Context: an optimization exercise on an open-source flow, tuned for small area, a short achievable clock period and few clock cycles per item. The choices shown serve that exercise and are no tape-out recipe.
Power figures rest on the tool's default switching activity, not on a simulated workload.

==> flow/design.v <==
module sdr_cbuild (
    input  wire        clk,
    input  wire        rst,          
    input  wire        start,        
    input  wire        qam,          
    input  wire [15:0] arg,          
    output reg         busy,
    output reg         done,         
    output reg  [7:0]  err,          
    output reg  [31:0] cinfo,        
    output reg         clut_we,
    output reg  [7:0]  clut_waddr,
    output wire [31:0] clut_wdata
);
    reg         st_chk, st_setup, st_half, st_write;
    reg         flip_r;      
    reg         wrap_r;      
    reg         cend_r;      
    reg         lastc_r;     
    reg         bw_r;        
    reg         mode;        
    reg  [8:0]  m;           
    reg         big;         
    reg  [7:0]  R1;          
    reg  [8:0]  R2;          
    reg  [1:0]  p1, p2;      
    reg  [9:0]  x2n;         
    reg  [32:0] q;           
    reg  [34:0] acc;         
    reg  [15:0] vB;          
    reg  [7:0]  rc;          
    reg         ph;          
    reg  [4:0]  cc;          
    reg  [3:0]  b;           
    assign clut_wdata = {acc[34:19], vB};
    wire accept = start & ~busy;
    wire [8:0] mb   = cinfo[8:0];
    wire       qb_m = cinfo[16];
    wire       even = ~mb[0];    
    reg  [4:0] k_lut;
    reg        sq_lut;
    always @(*) begin
        sq_lut = 1'b1;
        case (m)
        9'd4:   begin k_lut = 5'd2;   end
        9'd9:   begin k_lut = 5'd3;   end
        9'd16:  begin k_lut = 5'd4;  end
        9'd25:  begin k_lut = 5'd5;  end
        9'd36:  begin k_lut = 5'd6;  end
        9'd49:  begin k_lut = 5'd7;  end
        9'd64:  begin k_lut = 5'd8;  end
        9'd81:  begin k_lut = 5'd9;  end
        9'd100: begin k_lut = 5'd10; end
        9'd121: begin k_lut = 5'd11; end
        9'd144: begin k_lut = 5'd12; end
        9'd169: begin k_lut = 5'd13; end
        9'd196: begin k_lut = 5'd14; end
        9'd225: begin k_lut = 5'd15; end
        9'd256: begin k_lut = 5'd16; end
        default: begin k_lut = 5'd0; sq_lut = 1'b0; end
        endcase
    end
    wire [4:0] kk    = k_lut;                         
    wire [8:0] a0_sum = mb + {4'd0, kk};
    wire [7:0] a0_lut = even ? a0_sum[8:1] : mb[8:1];
    wire [8:0] n_lev = qb_m ? {4'd0, kk} : mb;         
    wire [7:0] c0    = n_lev[8:1];                    
    wire [7:0] h1m1  = c0 - {7'd0, even};             
    wire [7:0] h2m1  = c0 - 8'd1;                     
    wire [3:0] kc0m1 = kk[4:1] - 4'd1;                
    wire e_zero = ~big & (m == 9'd0);
    wire e_one  = ~big & (m == 9'd1);
    wire e_big  = big | (m[8] & (|m[7:0]));
    wire e_sq   = mode & ~sq_lut;
    wire fail   = e_zero | e_one | e_big | e_sq;
    wire [7:0] err_code = e_zero ? 8'h11 : e_one ? 8'h21 : e_big ? 8'h31 :
                          e_sq ? 8'h41 : 8'h00;
    reg         pow2;        
    reg  [3:0]  log2m;       
    always @(*) begin
        pow2 = 1'b1;
        case (m)
        9'd2:   log2m = 4'd1;
        9'd4:   log2m = 4'd2;
        9'd8:   log2m = 4'd3;
        9'd16:  log2m = 4'd4;
        9'd32:  log2m = 4'd5;
        9'd64:  log2m = 4'd6;
        9'd128: log2m = 4'd7;
        9'd256: log2m = 4'd8;
        default: begin pow2 = 1'b0; log2m = 4'd0; end
        endcase
    end
    wire [9:0] d1a  = {1'b0, R1, 1'b1} - {1'b0, m};        
    wire       g1a  = ~d1a[9];
    wire [7:0] r1a  = g1a ? d1a[7:0] : {R1[6:0], 1'b0};
    wire [9:0] d1b  = {1'b0, r1a, 1'b1} - {1'b0, m};
    wire       g1b  = ~d1b[9];
    wire [7:0] r1b  = g1b ? d1b[7:0] : {r1a[6:0], 1'b0};
    wire [9:0]  t2a  = {R2, p1[1]};
    wire [10:0] s2a  = {1'b0, t2a} + {1'b0, x2n};
    wire        g2a  = s2a[10];
    wire [8:0]  r2a  = g2a ? s2a[8:0] : t2a[8:0];
    wire [9:0]  t2b  = {r2a, p1[0]};
    wire [10:0] s2b  = {1'b0, t2b} + {1'b0, x2n};
    wire        g2b  = s2b[10];
    wire [8:0]  r2b  = g2b ? s2b[8:0] : t2b[8:0];
    wire        st_sq   = st_chk | st_setup;        
    wire        sgn     = acc[34];
    wire        inv     = st_sq & ~sgn;
    wire        cst     = st_half | flip_r;
    wire [34:0] add_a   = st_sq ? {acc[32:0], p2} : (acc ^ {35{flip_r}});
    wire [32:0] qb      = (q ^ {33{inv}}) & {33{~cst}};
    wire [34:0] add_b   = {qb, st_sq, st_sq ? sgn : (~cst | (st_half & even))}
                        | (st_half ? 35'h40000 : 35'd0)
                        | (flip_r  ? 35'h80000 : 35'd0);
    wire        add_c   = st_sq ? ~sgn : ~st_half;
    wire [34:0] sum     = add_a + add_b + {34'd0, add_c};
    wire        rbit    = ~sum[34];                     
    wire        setup_last = st_setup & (rc == 8'd0);
    wire        turn    = flip_r | wrap_r;
    wire [7:0]  rc_n    = turn ? (flip_r ? h2m1 : h1m1) : rc - 8'd1;
    wire        rcz_n   = turn ? (flip_r ? (h2m1 == 8'd0) : (h1m1 == 8'd0)) : (rc == 8'd1);
    wire        ph_n    = ph ^ turn;
    wire [3:0]  b_nx    = bw_r ? 4'd0 : b + 4'd1;
    wire        cend_n  = ~cend_r & (cc == 5'd1);
    wire        lastc_n = cend_r ? (b_nx == kc0m1) : lastc_r;
    wire        last    = qb_m ? (cend_r & lastc_r) : wrap_r;
    wire        last_nx = qb_m ? (cend_n & lastc_n) : (rcz_n & ph_n);
    wire [3:0]  b_new   = cend_r ? b_nx : b;
    wire [7:0]  addr_inc = (~qb_m | (cend_r & bw_r)) ? 8'd0 : {3'd0, kk};
    wire [7:0]  addr_nx  = flip_r ? {4'd0, b_new & {4{qb_m}}} :
                           clut_waddr + addr_inc + {7'd0, ~qb_m | cend_r};
    always @(posedge clk) begin
        if (rst) begin
            st_chk   <= 1'b0;
            st_setup <= 1'b0;
            st_half  <= 1'b0;
            st_write <= 1'b0;
            busy     <= 1'b0;
            done     <= 1'b0;
            err      <= 8'd0;
            cinfo    <= 32'd0;
            clut_we  <= 1'b0;
        end else begin
            st_chk   <= accept;
            st_setup <= (st_chk & ~fail) | (st_setup & ~setup_last);
            st_half  <= setup_last;
            st_write <= st_half | (st_write & ~last);
            clut_we  <= st_half | (st_write & ~last);
            done     <= (st_chk & fail) | (st_write & ~last & last_nx);
            if (accept)
                busy <= 1'b1;
            else if ((st_chk & fail) | (st_write & last_nx))
                busy <= 1'b0;
            if (st_chk) begin
                err <= err_code;
                if (!fail)
                    cinfo <= {1'b1, 13'd0, pow2, mode, log2m, 3'd0, m};
            end
        end
    end
    always @(posedge clk) begin
        if (!busy) begin
            mode <= qam;
            m    <= arg[8:0];
            big  <= |arg[15:9];
            x2n  <= ~(qam ? 10'd1 : {1'b0, arg[8:0]});
            if (arg[8:0] <= 9'd4) begin
                R1 <= (arg[8:0] == 9'd3) ? 8'd1 : 8'd0;
                p1 <= (arg[8:0] == 9'd2) ? 2'd3 : 2'd1;
            end else begin
                p1 <= 2'd0;
                R1 <= ~(|arg[8:4]) ? 8'd3 : ~(|arg[8:6]) ? 8'd12 :
                      ~(arg[8] | (&arg[7:5])) ? 8'd48 : 8'd192;
            end
            rc  <= ~(|arg[8:4]) ? 8'd33 : ~(|arg[8:6]) ? 8'd32 :
                   ~(arg[8] | (&arg[7:5])) ? 8'd31 : 8'd30;
            R2  <= 9'd0;
            p2  <= 2'd0;
            acc <= 35'd0;
            q   <= 33'd0;
        end else begin
            R1  <= r1b;
            p1  <= {g1a, g1b};
            R2  <= r2b;
            p2  <= {g2a, g2b};
            if (setup_last)
                acc <= {1'b0, q[31:0] & {32{even}}, rbit & even, 1'b0};
            else
                acc <= sum;
            if (st_sq)
                q <= {q[31:0], rbit};
        end
        if (st_sq)
            rc <= rc - 8'd1;
        flip_r <= 1'b0;
        wrap_r <= 1'b0;
        cend_r <= 1'b0;
        if (st_half) begin
            rc         <= h1m1;
            ph         <= 1'b0;
            flip_r     <= (h1m1 == 8'd0);
            cc         <= kk;
            lastc_r    <= 1'b0;
            b          <= c0[3:0];
            bw_r       <= ({1'b0, c0[3:0]} == kk - 5'd1);
            clut_waddr <= qb_m ? a0_lut : c0;
            vB         <= qb_m ? sum[34:19] : 16'd0;
        end
        if (st_write && busy) begin    
            rc      <= rc_n;
            ph      <= ph_n;
            flip_r  <= rcz_n & ~ph_n;
            wrap_r  <= rcz_n & ph_n;
            cend_r  <= qb_m & cend_n;
            cc      <= cend_r ? kk : cc - 5'd1;
            lastc_r <= lastc_n;
            clut_waddr <= addr_nx;
            if (cend_r) begin
                b    <= b_nx;
                bw_r <= ({1'b0, b_nx} == kk - 5'd1);
                vB   <= sum[34:19];
            end
        end
    end
endmodule
Settings: LEC_CHECK=0, ABC_AREA=1, CAP_MARGIN=20, CORE_MARGIN=2, CORE_UTILIZATION=55, SLEW_MARGIN=20; clock period 13.0 ns.
standard.sh (not shown) runs the stock make flow with config.mk's settings and CLKGATE_MAP_FILE= SYNTH_SCRIPT=/design/flow/synth_recipe.tcl, a recipe that flattens the netlist after the stock synthesis.
==> flow/flow/run.sh <==
#!/bin/bash
# Standard ORFS layout (the standard.sh, standard synthesis unchanged), with the
# timing repair asked to over-fix setup and the ports buffered with buf_2 cells: the
# clock period and constraints are the design's own; only the resizer's target slack
# and the port buffer cell differ from the default flow.
set -euo pipefail
export SETUP_SLACK_MARGIN=${SETUP_MARGIN:-9.4}
export BUFFER_PORTS_ARGS="-buffer_cell sky130_fd_sc_hd__buf_2"
bash standard.sh synth > synth.log 2>&1
bash standard.sh > layout.log 2>&1
Then changed:
--- a/flow/design.v
+++ b/flow/design.v
@@ -22,18 +22,20 @@
     reg  [8:0]  m;           
     reg         big;         
     reg  [7:0]  R1;          
     reg  [8:0]  R2;          
     reg  [1:0]  p1, p2;      
-    reg  [9:0]  x2n;         
+    reg  [8:0]  x2n;         
+    reg         q1lo;        
     reg  [32:0] q;           
     reg  [34:0] acc;         
     reg  [15:0] vB;          
     reg  [7:0]  rc;          
     reg         ph;          
     reg  [4:0]  cc;          
     reg  [3:0]  b;           
+    reg  [4:0]  kk;          
     assign clut_wdata = {acc[34:19], vB};
     wire accept = start & ~busy;
     wire [8:0] mb   = cinfo[8:0];
     wire       qb_m = cinfo[16];
     wire       even = ~mb[0];    
@@ -58,11 +60,10 @@
         9'd225: begin k_lut = 5'd15; end
         9'd256: begin k_lut = 5'd16; end
         default: begin k_lut = 5'd0; sq_lut = 1'b0; end
         endcase
     end
-    wire [4:0] kk    = k_lut;                         
     wire [8:0] a0_sum = mb + {4'd0, kk};
     wire [7:0] a0_lut = even ? a0_sum[8:1] : mb[8:1];
     wire [8:0] n_lev = qb_m ? {4'd0, kk} : mb;         
     wire [7:0] c0    = n_lev[8:1];                    
     wire [7:0] h1m1  = c0 - {7'd0, even};             
@@ -96,15 +97,15 @@
     wire [7:0] r1a  = g1a ? d1a[7:0] : {R1[6:0], 1'b0};
     wire [9:0] d1b  = {1'b0, r1a, 1'b1} - {1'b0, m};
     wire       g1b  = ~d1b[9];
     wire [7:0] r1b  = g1b ? d1b[7:0] : {r1a[6:0], 1'b0};
     wire [9:0]  t2a  = {R2, p1[1]};
-    wire [10:0] s2a  = {1'b0, t2a} + {1'b0, x2n};
+    wire [10:0] s2a  = {1'b0, t2a} + {2'b01, x2n};
     wire        g2a  = s2a[10];
     wire [8:0]  r2a  = g2a ? s2a[8:0] : t2a[8:0];
     wire [9:0]  t2b  = {r2a, p1[0]};
-    wire [10:0] s2b  = {1'b0, t2b} + {1'b0, x2n};
+    wire [10:0] s2b  = {1'b0, t2b} + {2'b01, x2n};
     wire        g2b  = s2b[10];
     wire [8:0]  r2b  = g2b ? s2b[8:0] : t2b[8:0];
     wire        st_sq   = st_chk | st_setup;        
     wire        sgn     = acc[34];
     wire        inv     = st_sq & ~sgn;
@@ -163,11 +164,12 @@
     always @(posedge clk) begin
         if (!busy) begin
             mode <= qam;
             m    <= arg[8:0];
             big  <= |arg[15:9];
-            x2n  <= ~(qam ? 10'd1 : {1'b0, arg[8:0]});
+            x2n  <= ~arg[8:0];
+            q1lo <= 1'b0;
             if (arg[8:0] <= 9'd4) begin
                 R1 <= (arg[8:0] == 9'd3) ? 8'd1 : 8'd0;
                 p1 <= (arg[8:0] == 9'd2) ? 2'd3 : 2'd1;
             end else begin
                 p1 <= 2'd0;
@@ -182,18 +184,21 @@
             q   <= 33'd0;
         end else begin
             R1  <= r1b;
             p1  <= {g1a, g1b};
             R2  <= r2b;
-            p2  <= {g2a, g2b};
+            p2  <= mode ? {q1lo, p1[1]} : {g2a, g2b};
+            q1lo <= p1[0];
             if (setup_last)
                 acc <= {1'b0, q[31:0] & {32{even}}, rbit & even, 1'b0};
             else
                 acc <= sum;
             if (st_sq)
                 q <= {q[31:0], rbit};
         end
+        if (st_chk)
+            kk <= k_lut;
         if (st_sq)
             rc <= rc - 8'd1;
         flip_r <= 1'b0;
         wrap_r <= 1'b0;
         cend_r <= 1'b0;
After rerunning:
- maximum frequency rose by 14%
- sequential share of layout area goes up by 1.8 points
- cell area went down by about 2.4%
- setup slack is better by 500 ps
- die area increases by about 4%
- power falls by 7.9%
No run of this note included a check of the RTL's function; only the layout flow was run.

[separate check: timing with driven ports]
No port has a modelled driver above. Below, the same layouts with a new extraction and two added sets of constraints. Step 1 (the two cells are an assumption about what drives the block):
set clk [get_ports {clk}]
set_driving_cell -lib_cell sky130_fd_sc_hd__clkbuf_16 $clk
set_driving_cell -lib_cell sky130_fd_sc_hd__buf_2 [delete_from_list [all_inputs] $clk]
Step 2 times the ports against the registers' clock, not the clock port: input delays grow and output delays shrink by t, the midpoint of the rising clock arrivals with the driver on. Slacks: ideal ports / drivers / drivers and shift; pairs: ideal ports / drivers.
run | t (ns) | setup slack, ns | slew at the worst register clock pin (ns)
the first run | 0.491 | 8.844 / 8.844 / 8.844 | 0.08 / 0.08
the second run | 0.489 | 9.341 / 9.291 / 9.053 | 0.08 / 0.08
After both steps setup and hold are still met in every run listed. For the second run, which loses most, drivers alone change the setup slack by -0.050 ns; drivers and shift together by -0.288 ns.
